Context: an optimization exercise on an open-source flow, tuned for small area, a short achievable clock period and few clock cycles per item. The choices shown serve that exercise and are no tape-out recipe. The RTL was checked by simulation tests, not by an equivalence proof against the original design.

==> run a: inputs <==
// lux_conv
module lux_conv (
    input  wire        clk,
    input  wire        rst,         
    input  wire        start,
    input  wire [15:0] vis,         
    input  wire [15:0] ir,          
    input  wire [1:0]  gain_sel,    
    input  wire [2:0]  itime_sel,   
    output reg         ready,
    output reg         done,
    output wire [34:0] lux_int,
    output wire [19:0] lux_frac
);
==> flow/config.mk <==
export PLATFORM = sky130hd
export DESIGN_NAME = lux_conv
export DESIGN_NICKNAME = lux_conv
export VERILOG_FILES = /design/flow/design.v
export SDC_FILE = /design/flow/constraint.sdc
export NUM_CORES = 4
export LEC_CHECK = 0
export CAP_MARGIN = 20
export CORE_MARGIN = 2
export CORE_UTILIZATION = 40
export PLACE_DENSITY = 0.6
export SLEW_MARGIN = 20
==> flow/constraint.sdc <==
create_clock -name core_clock -period 14.0 [get_ports {clk}]
set_input_delay 2.8000 -clock core_clock [delete_from_list [all_inputs] [get_ports {clk}]]
set_output_delay 2.8000 -clock core_clock [all_outputs]
set_load 0.01 [all_outputs]
run.sh (not shown) runs the stock make flow with config.mk's settings and CLKGATE_MAP_FILE= SYNTH_SCRIPT=/design/flow/synth_recipe.tcl, a recipe that flattens the netlist after the stock synthesis.
==> run b (differences from run a) <==
==> flow/design.v (replaced) <==
module lux_conv (
    input  wire        clk,
    input  wire        rst,         
    input  wire        start,
    input  wire [15:0] vis,         
    input  wire [15:0] ir,          
    input  wire [1:0]  gain_sel,    
    input  wire [2:0]  itime_sel,   
    output wire        ready,
    output wire        done,
    output wire [34:0] lux_int,
    output wire [19:0] lux_frac
);
    localparam [19:0] MBITS = 20'd1000000;
    localparam [1:0] A_IDLE = 2'd0, A_SET = 2'd1, A_SCALE = 2'd2, A_RUN = 2'd3;
    reg  [1:0]  a_st;
    reg  [16:0] va;          
    reg  [15:0] xa;          
    reg  [4:0]  sela;
    reg         dpos;        
    reg  [4:0]  sa;          
    reg  [16:0] ra;
    reg  [35:0] wa;          
    reg  [5:0]  ca;
    reg         mba;         
    reg         lsa;         
    reg         b_load;      
    reg         b_run;
    reg  [22:0] ab;          
    reg  [4:0]  selb;
    reg  [4:0]  sb;
    reg  [35:0] wb;          
    reg  [40:0] rb;
    reg  [5:0]  cb;
    reg         pb;          
    reg         lsb_;        
    localparam [1:0] C_IDLE = 2'd0, C_RUN = 2'd1, C_OUT = 2'd2;
    reg  [1:0]  c_st;
    reg         c_load;      
    reg  [4:0]  selc;
    reg  [4:0]  sc;
    reg  [20:0] rc;
    reg  [19:0] qc;          
    reg  [34:0] lc;          
    reg  [4:0]  cc;
    wire [40:0] cm_b;
    wire [20:0] c_c;
    assign cm_b =
        (selb == 5'd0) ? 41'd25000000 :
        (selb == 5'd1) ? 41'd50000000 :
        (selb == 5'd2) ? 41'd75000000 :
        (selb == 5'd3) ? 41'd100000000 :
        (selb == 5'd4) ? 41'd125000000 :
        (selb[4:3] == 2'd0) ? 41'd150000000 :
        (selb == 5'd8) ? 41'd625000000 :
        (selb == 5'd9) ? 41'd1250000000 :
        (selb == 5'd10) ? 41'd1875000000 :
        (selb == 5'd11) ? 41'd2500000000 :
        (selb == 5'd12) ? 41'd3125000000 :
        (selb[4:3] == 2'd1) ? 41'd3750000000 :
        (selb == 5'd16) ? 41'd10000000000 :
        (selb == 5'd17) ? 41'd20000000000 :
        (selb == 5'd18) ? 41'd30000000000 :
        (selb == 5'd19) ? 41'd40000000000 :
        (selb == 5'd20) ? 41'd50000000000 :
        (selb[4:3] == 2'd2) ? 41'd60000000000 :
        (selb == 5'd24) ? 41'd230000000000 :
        (selb == 5'd25) ? 41'd460000000000 :
        (selb == 5'd26) ? 41'd690000000000 :
        (selb == 5'd27) ? 41'd920000000000 :
        (selb == 5'd28) ? 41'd1150000000000 :
        41'd1380000000000;
    assign c_c =
        (selc == 5'd0) ? 21'd25 :
        (selc == 5'd1) ? 21'd50 :
        (selc == 5'd2) ? 21'd75 :
        (selc == 5'd3) ? 21'd100 :
        (selc == 5'd4) ? 21'd125 :
        (selc[4:3] == 2'd0) ? 21'd150 :
        (selc == 5'd8) ? 21'd625 :
        (selc == 5'd9) ? 21'd1250 :
        (selc == 5'd10) ? 21'd1875 :
        (selc == 5'd11) ? 21'd2500 :
        (selc == 5'd12) ? 21'd3125 :
        (selc[4:3] == 2'd1) ? 21'd3750 :
        (selc == 5'd16) ? 21'd10000 :
        (selc == 5'd17) ? 21'd20000 :
        (selc == 5'd18) ? 21'd30000 :
        (selc == 5'd19) ? 21'd40000 :
        (selc == 5'd20) ? 21'd50000 :
        (selc[4:3] == 2'd2) ? 21'd60000 :
        (selc == 5'd24) ? 21'd230000 :
        (selc == 5'd25) ? 21'd460000 :
        (selc == 5'd26) ? 21'd690000 :
        (selc == 5'd27) ? 21'd920000 :
        (selc == 5'd28) ? 21'd1150000 :
        21'd1380000;
    wire c_free_next = (c_st == C_RUN) ? (cc == 5'd19) : ~c_load;
    wire b_fin  = b_run & lsb_ & c_free_next;
    wire b_take = ~b_load & (~b_run | b_fin);
    wire a_fin  = (a_st == A_RUN) & lsa & b_take;
    assign ready = (a_st == A_IDLE) | a_fin;
    wire accept  = start & ready;
    wire [16:0] diff_a = {1'b0, va[15:0]} - {1'b0, xa};
    wire [15:0] absd_a = diff_a[16] ? (xa - va[15:0]) : diff_a[15:0];
    wire [16:0] add_a = (lsa & dpos) ? (va - 17'd1) :
                        ((mba | (a_st == A_SCALE)) ? {1'b0, xa} : 17'd0);
    wire [18:0] s_a   = {1'b0, ra, 1'b0} + {2'b0, add_a};
    wire [19:0] t1_a  = {1'b0, s_a} - {3'b0, va};
    wire [19:0] t2_a  = {1'b0, s_a} - {2'b0, va, 1'b0};
    wire        d2_a  = ~t2_a[19];
    wire        d1_a  = ~t1_a[19];
    wire [16:0] rn_a  = d2_a ? t2_a[16:0] : (d1_a ? t1_a[16:0] : s_a[16:0]);
    wire [35:0] wi_a  = wa + 36'd1;
    wire [35:0] wb_a  = d2_a ? wi_a : wa;
    wire [35:0] wn_a  = {wb_a[34:0], d1_a & ~d2_a};
    wire [5:0]  ca1   = ca + 6'd1;
    wire        mb_n  = (ca1 < 6'd20) ? MBITS[5'd19 - ca1[4:0]] : 1'b0;
    wire [21:0] x51   = {1'b0, xa, 5'd0} + {2'd0, xa, 4'd0}
                      + {5'd0, xa, 1'b0} + {6'd0, xa};
    wire [22:0] add_b = pb ? ab : 23'd0;
    wire [41:0] s_b   = {rb, 1'b0} + {19'd0, add_b};
    wire [42:0] t1_b  = {1'b0, s_b} - {2'd0, cm_b};
    wire [42:0] t2_b  = {1'b0, s_b} - {1'b0, cm_b, 1'b0};
    wire        d2_b  = ~t2_b[42];
    wire        d1_b  = ~t1_b[42];
    wire [40:0] rn_b  = d2_b ? t2_b[40:0] : (d1_b ? t1_b[40:0] : s_b[40:0]);
    wire [35:0] wi_b  = wb + 36'd1;
    wire [35:0] wb_b  = d2_b ? wi_b : wb;
    wire [35:0] wn_b  = {wb_b[34:0], d1_b & ~d2_b};
    wire [5:0]  cb1   = cb + 6'd1;
    wire [5:0]  nb    = 6'd19 + {1'b0, sb};      
    wire [35:0] wa_sh = wa >> nb;
    wire [35:0] wb_sh = wb >> (nb - 6'd1);
    wire [21:0] s_c   = {rc, qc[19]};
    wire [22:0] t_c   = {1'b0, s_c} - {2'd0, c_c};
    wire        q_c   = ~t_c[22];
    wire [20:0] rn_c  = q_c ? t_c[20:0] : s_c[20:0];
    wire [15:0] keep_c;
    genvar gi;
    generate
        for (gi = 0; gi < 16; gi = gi + 1) begin : g_keep
            assign keep_c[gi] = (sc > gi);
        end
    endgenerate
    assign done     = (c_st == C_OUT);
    assign lux_int  = lc;
    assign lux_frac = qc;
    always @(posedge clk) begin
        if (rst) begin
            a_st   <= A_IDLE;
            b_load <= 1'b0;
            b_run  <= 1'b0;
            c_st   <= C_IDLE;
            c_load <= 1'b0;
        end else begin
            case (a_st)
                A_IDLE:  if (accept) a_st <= A_SET;
                A_SET:   a_st <= diff_a[16] ? A_SCALE : A_RUN;
                A_SCALE: if (!d1_a) a_st <= A_RUN;
                default: if (a_fin) a_st <= accept ? A_SET : A_IDLE;
            endcase
            b_load <= a_fin;
            if (b_load)
                b_run <= 1'b1;
            else if (b_fin)
                b_run <= 1'b0;
            c_load <= b_fin;
            case (c_st)
                C_IDLE:  if (c_load) c_st <= C_RUN;
                C_RUN:   if (cc == 5'd19) c_st <= C_OUT;
                default: c_st <= c_load ? C_RUN : C_IDLE;
            endcase
        end
        if (accept) begin
            va   <= {1'b0, vis};
            xa   <= ir;
            sela <= {gain_sel, itime_sel};
        end
        case (a_st)
            A_SET: begin
                xa   <= (va[15:0] == 16'd0) ? 16'd0 : absd_a;
                va   <= (va[15:0] == 16'd0) ? 17'd1 : va;
                dpos <= ~diff_a[16];
                sa   <= 5'd0;
                ra   <= 17'd0;
                wa   <= 36'd0;
                ca   <= 6'd0;
                mba  <= 1'b1;
                lsa  <= 1'b0;
            end
            A_SCALE: begin
                if (d1_a) begin
                    va <= {va[15:0], 1'b0};
                    sa <= sa + 5'd1;
                end
            end
            A_RUN: begin
                if (!lsa || b_take) begin
                    ra  <= rn_a;
                    wa  <= wn_a;
                    ca  <= ca1;
                    mba <= mb_n;
                    lsa <= (ca1 == 6'd19 + {1'b0, sa});
                end
            end
            default: ;
        endcase
        if (a_fin) begin
            ab   <= {x51, 1'b0};
            selb <= sela;
            sb   <= sa;
        end
        if (b_load) begin
            wb  <= wa;
            pb  <= wa_sh[0];
            rb  <= 41'd0;
            cb  <= 6'd0;
            lsb_ <= (sb == 5'd0) ? 1'b0 : 1'b0;
        end else if (b_run && (!lsb_ || b_fin)) begin
            wb  <= wn_b;
            rb  <= rn_b;
            pb  <= wb_sh[0];
            cb  <= cb1;
            lsb_ <= (cb1 == nb);
        end
        if (b_fin) begin
            selc <= selb;
            sc   <= sb;
        end
        if (c_load) begin
            rc <= rb[40:20];
            qc <= rb[19:0];
            lc <= {wb[34:20] & keep_c[14:0], wb[19:0]};
            cc <= 5'd0;
        end else if (c_st == C_RUN) begin
            rc <= rn_c;
            qc <= {qc[18:0], q_c};
            cc <= cc + 5'd1;
        end
    end
endmodule
==> run c (differences from run a) <==
==> flow/design.v (replaced) <==
module lux_conv (
    input  wire        clk,
    input  wire        rst,         
    input  wire        start,
    input  wire [15:0] vis,         
    input  wire [15:0] ir,          
    input  wire [1:0]  gain_sel,    
    input  wire [2:0]  itime_sel,   
    output reg         ready,
    output reg         done,
    output wire [34:0] lux_int,
    output wire [19:0] lux_frac
);
    localparam [19:0] MBITS = 20'd1000000;
    localparam [1:0] A_IDLE = 2'd0, A_SET = 2'd1, A_SCALE = 2'd2, A_RUN = 2'd3;
    reg  [1:0]  a_st;
    reg  [16:0] va;          
    reg  [15:0] xa;          
    reg  [4:0]  sela;
    reg         dpos;        
    reg  [4:0]  sa;          
    reg  [16:0] ra;
    reg  [5:0]  ca;
    reg         mba;         
    reg         lsa;         
    reg         b_act;       
    reg         b_lst;       
    reg         b_done;      
    reg  [1:0]  eb;          
    reg  [22:0] ab;          
    reg  [4:0]  selb;
    reg  [40:0] rb;
    reg  [34:0] lb;          
    localparam [1:0] C_IDLE = 2'd0, C_RUN = 2'd1, C_OUT = 2'd2;
    reg  [1:0]  c_st;
    reg  [4:0]  selc;
    reg  [20:0] rc;
    reg  [19:0] qc;          
    reg  [34:0] lc;          
    reg  [4:0]  cc;
    wire [40:0] cm_b;
    wire [20:0] c_c;
    assign cm_b =
        (selb == 5'd0) ? 41'd25000000 :
        (selb == 5'd1) ? 41'd50000000 :
        (selb == 5'd2) ? 41'd75000000 :
        (selb == 5'd3) ? 41'd100000000 :
        (selb == 5'd4) ? 41'd125000000 :
        (selb[4:3] == 2'd0) ? 41'd150000000 :
        (selb == 5'd8) ? 41'd625000000 :
        (selb == 5'd9) ? 41'd1250000000 :
        (selb == 5'd10) ? 41'd1875000000 :
        (selb == 5'd11) ? 41'd2500000000 :
        (selb == 5'd12) ? 41'd3125000000 :
        (selb[4:3] == 2'd1) ? 41'd3750000000 :
        (selb == 5'd16) ? 41'd10000000000 :
        (selb == 5'd17) ? 41'd20000000000 :
        (selb == 5'd18) ? 41'd30000000000 :
        (selb == 5'd19) ? 41'd40000000000 :
        (selb == 5'd20) ? 41'd50000000000 :
        (selb[4:3] == 2'd2) ? 41'd60000000000 :
        (selb == 5'd24) ? 41'd230000000000 :
        (selb == 5'd25) ? 41'd460000000000 :
        (selb == 5'd26) ? 41'd690000000000 :
        (selb == 5'd27) ? 41'd920000000000 :
        (selb == 5'd28) ? 41'd1150000000000 :
        41'd1380000000000;
    assign c_c =
        (selc == 5'd0) ? 21'd25 :
        (selc == 5'd1) ? 21'd50 :
        (selc == 5'd2) ? 21'd75 :
        (selc == 5'd3) ? 21'd100 :
        (selc == 5'd4) ? 21'd125 :
        (selc[4:3] == 2'd0) ? 21'd150 :
        (selc == 5'd8) ? 21'd625 :
        (selc == 5'd9) ? 21'd1250 :
        (selc == 5'd10) ? 21'd1875 :
        (selc == 5'd11) ? 21'd2500 :
        (selc == 5'd12) ? 21'd3125 :
        (selc[4:3] == 2'd1) ? 21'd3750 :
        (selc == 5'd16) ? 21'd10000 :
        (selc == 5'd17) ? 21'd20000 :
        (selc == 5'd18) ? 21'd30000 :
        (selc == 5'd19) ? 21'd40000 :
        (selc == 5'd20) ? 21'd50000 :
        (selc[4:3] == 2'd2) ? 21'd60000 :
        (selc == 5'd24) ? 21'd230000 :
        (selc == 5'd25) ? 21'd460000 :
        (selc == 5'd26) ? 21'd690000 :
        (selc == 5'd27) ? 21'd920000 :
        (selc == 5'd28) ? 21'd1150000 :
        21'd1380000;
    wire [16:0] diff_a = {1'b0, va[15:0]} - {1'b0, xa};
    wire [15:0] absd_a = diff_a[16] ? (xa - va[15:0]) : diff_a[15:0];
    wire [16:0] add_a = (mba | (a_st == A_SCALE)) ? {1'b0, xa} : 17'd0;
    wire [18:0] s_a   = {1'b0, ra, 1'b0} + {2'b0, add_a};
    wire [19:0] t1_a  = {1'b0, s_a} - {3'b0, va};
    wire [19:0] t2_a  = {1'b0, s_a} - {2'b0, va, 1'b0};
    wire        d2_a  = ~t2_a[19];
    wire        d1_a  = ~t1_a[19];
    wire [16:0] rn_a  = d2_a ? t2_a[16:0] : (d1_a ? t1_a[16:0] : s_a[16:0]);
    wire        gt_a  = ~t1_a[19] & (t1_a[18:0] != 19'd0);
    wire        ce_a  = lsa & dpos;
    wire [1:0]  e_a   = ce_a ? {gt_a, ~gt_a & (ra != 17'd0)}
                             : {d2_a, d1_a & ~d2_a};
    wire [5:0]  ca1   = ca + 6'd1;
    wire        mb_n  = (ca1 < 6'd20) ? MBITS[5'd19 - ca1[4:0]] : 1'b0;
    wire        ls_n  = (ca1 == 6'd19 + {1'b0, sa});
    wire [21:0] x51   = {1'b0, xa, 5'd0} + {2'd0, xa, 4'd0}
                      + {5'd0, xa, 1'b0} + {6'd0, xa};
    wire [23:0] add_b = eb[1] ? {ab, 1'b0} : (eb[0] ? {1'b0, ab} : 24'd0);
    wire [42:0] xb    = {1'b0, rb, 1'b0};
    wire [42:0] yb    = {19'd0, add_b};
    wire [42:0] z1b   = ~{2'd0, cm_b};
    wire [42:0] z2b   = ~{1'b0, cm_b, 1'b0};
    wire [42:0] u1b   = xb ^ yb ^ z1b;
    wire [42:0] v1b   = (xb & yb) | (xb & z1b) | (yb & z1b);
    wire [42:0] u2b   = xb ^ yb ^ z2b;
    wire [42:0] v2b   = (xb & yb) | (xb & z2b) | (yb & z2b);
    wire [42:0] t1_b  = u1b + {v1b[41:0], 1'b1};
    wire [42:0] t2_b  = u2b + {v2b[41:0], 1'b1};
    wire [41:0] s_b   = {rb, 1'b0} + {18'd0, add_b};
    wire        d2_b  = ~t2_b[42];
    wire        d1_b  = ~t1_b[42];
    wire [40:0] rn_b  = d2_b ? t2_b[40:0] : (d1_b ? t1_b[40:0] : s_b[40:0]);
    wire [34:0] li_b  = lb + 35'd1;
    wire [34:0] lm_b  = d2_b ? li_b : lb;
    wire [34:0] ln_b  = {lm_b[33:0], d1_b & ~d2_b};
    wire [21:0] s_c   = {rc, qc[19]};
    wire [22:0] t_c   = {1'b0, s_c} - {2'd0, c_c};
    wire        q_c   = ~t_c[22];
    wire [20:0] rn_c  = q_c ? t_c[20:0] : s_c[20:0];
    assign lux_int  = lc;
    assign lux_frac = qc;
    wire a_step = (a_st == A_RUN);
    wire a_fin  = a_step & lsa;
    reg  [1:0] a_st_n;
    reg        lsa_n;
    always @(*) begin
        a_st_n = a_st;
        lsa_n  = 1'b0;
        case (a_st)
            A_IDLE:  if (start) a_st_n = A_SET;
            A_SET:   a_st_n = diff_a[16] ? A_SCALE : A_RUN;
            A_SCALE: if (!d1_a) a_st_n = A_RUN;
            default: begin
                if (lsa) a_st_n = start ? A_SET : A_IDLE;
                lsa_n = ls_n;
            end
        endcase
    end
    wire ready_n = (a_st_n == A_IDLE) | ((a_st_n == A_RUN) & lsa_n);
    always @(posedge clk) begin
        if (rst) begin
            a_st   <= A_IDLE;
            ready  <= 1'b1;
            b_act  <= 1'b0;
            b_lst  <= 1'b0;
            b_done <= 1'b0;
            c_st   <= C_IDLE;
            done   <= 1'b0;
        end else begin
            a_st   <= a_st_n;
            ready  <= ready_n;
            b_act  <= a_step;
            b_lst  <= a_fin;
            b_done <= b_lst;
            done   <= (c_st == C_RUN) & (cc == 5'd19);
            case (c_st)
                C_IDLE:  if (b_done) c_st <= C_RUN;
                C_RUN:   if (cc == 5'd19) c_st <= C_OUT;
                default: c_st <= b_done ? C_RUN : C_IDLE;
            endcase
        end
        lsa <= lsa_n;
        if (ready) begin
            va   <= {1'b0, vis};
            xa   <= ir;
            sela <= {gain_sel, itime_sel};
        end
        case (a_st)
            A_SET: begin
                xa   <= (va[15:0] == 16'd0) ? 16'd0 : absd_a;
                va   <= (va[15:0] == 16'd0) ? 17'd1 : va;
                dpos <= ~diff_a[16];
                sa   <= 5'd0;
                ra   <= 17'd0;
                ca   <= 6'd0;
                mba  <= 1'b1;
            end
            A_SCALE: begin
                if (d1_a) begin
                    va <= {va[15:0], 1'b0};
                    sa <= sa + 5'd1;
                end
            end
            A_RUN: begin
                ra  <= rn_a;
                ca  <= ca1;
                mba <= mb_n;
            end
            default: ;
        endcase
        eb <= e_a;
        if (a_step && ca == 6'd0) begin
            ab   <= {x51, 1'b0};
            selb <= sela;
        end
        if (b_act) begin
            rb <= rn_b;
            lb <= ln_b;
        end else begin
            rb <= 41'd0;
            lb <= 35'd0;
        end
        if (b_lst)
            selc <= selb;
        if (b_done) begin
            rc <= rb[40:20];
            qc <= rb[19:0];
            lc <= lb;
            cc <= 5'd0;
        end else if (c_st == C_RUN) begin
            rc <= rn_c;
            qc <= {qc[18:0], q_c};
            cc <= cc + 5'd1;
        end
    end
endmodule
==> flow_summary.json <==
{
  "dr.pass1.iters": 6,
  "outcome": "no timing/DRC/antenna violations",
  "synthAdderAreaFrac": 0.1276,
  "mostFrequentLayoutCell": "nor2_1",
  "grt_pass1_vias": 22940,
  "placed_area_mm2": 0.03049,
  "grt_max_degree": 75,
  "clock_skew_ns": 0.03616,
  "die-height_um": 272.1
}
The numbers above come from run a.

==> flow_summary.json <==
{
  "outcome": "no timing/DRC/antenna violations",
  "placed_area_mm2": 0.02768,
  "synthAdderAreaFrac": 0.1879,
  "mostFrequentLayoutCell": "ha_1",
  "grt_max_degree": 54,
  "clock_skew_ns": 0.02883,
  "die-height_um": 258.5,
  "dr.pass1.iters": 5
}
The numbers above come from run c.

==> flow_summary.json <==
{
  "mostFrequentLayoutCell": "nand2_1",
  "dr.pass1.iters": 6,
  "grt_max_degree": 87,
  "outcome": "no timing/DRC/antenna violations"
}
The numbers above come from run b.

Testbench counts of run a, summed over its fixed seeds: cycles 34,736, items 1,600.
Testbench counts of run b, summed over its fixed seeds: cycles 34,736, items 1,600.
Testbench counts of run c, summed over its fixed seeds: cycles 34,365, items 1,600.

## afterwards: timing with drivers on the ports
Ports are ideal in the flow. The routed layouts listed here were re-timed in OpenROAD.
Step 1: set_driving_cell puts a clkbuf_16 on clk and a buf_2 on each other input, an assumption about the parent block.
Step 2 times the ports against the registers' clock, not the clock port: input delays grow and output delays shrink by t, the midpoint of the rising clock arrivals with the driver on.
Three values: no drivers, after step 1, after step 2; two values: the first two.
run | shift t [ns] | setup slack, ns | worst setup path at the end
run a | 0.647 | 5.521 / 5.521 / 5.521 | register to register
run b | 0.637 | 6.544 / 6.544 / 6.544 | register to register
run c | 0.613 | 6.986 / 6.986 / 6.986 | register to register
After both steps setup and hold are still met in every run listed.
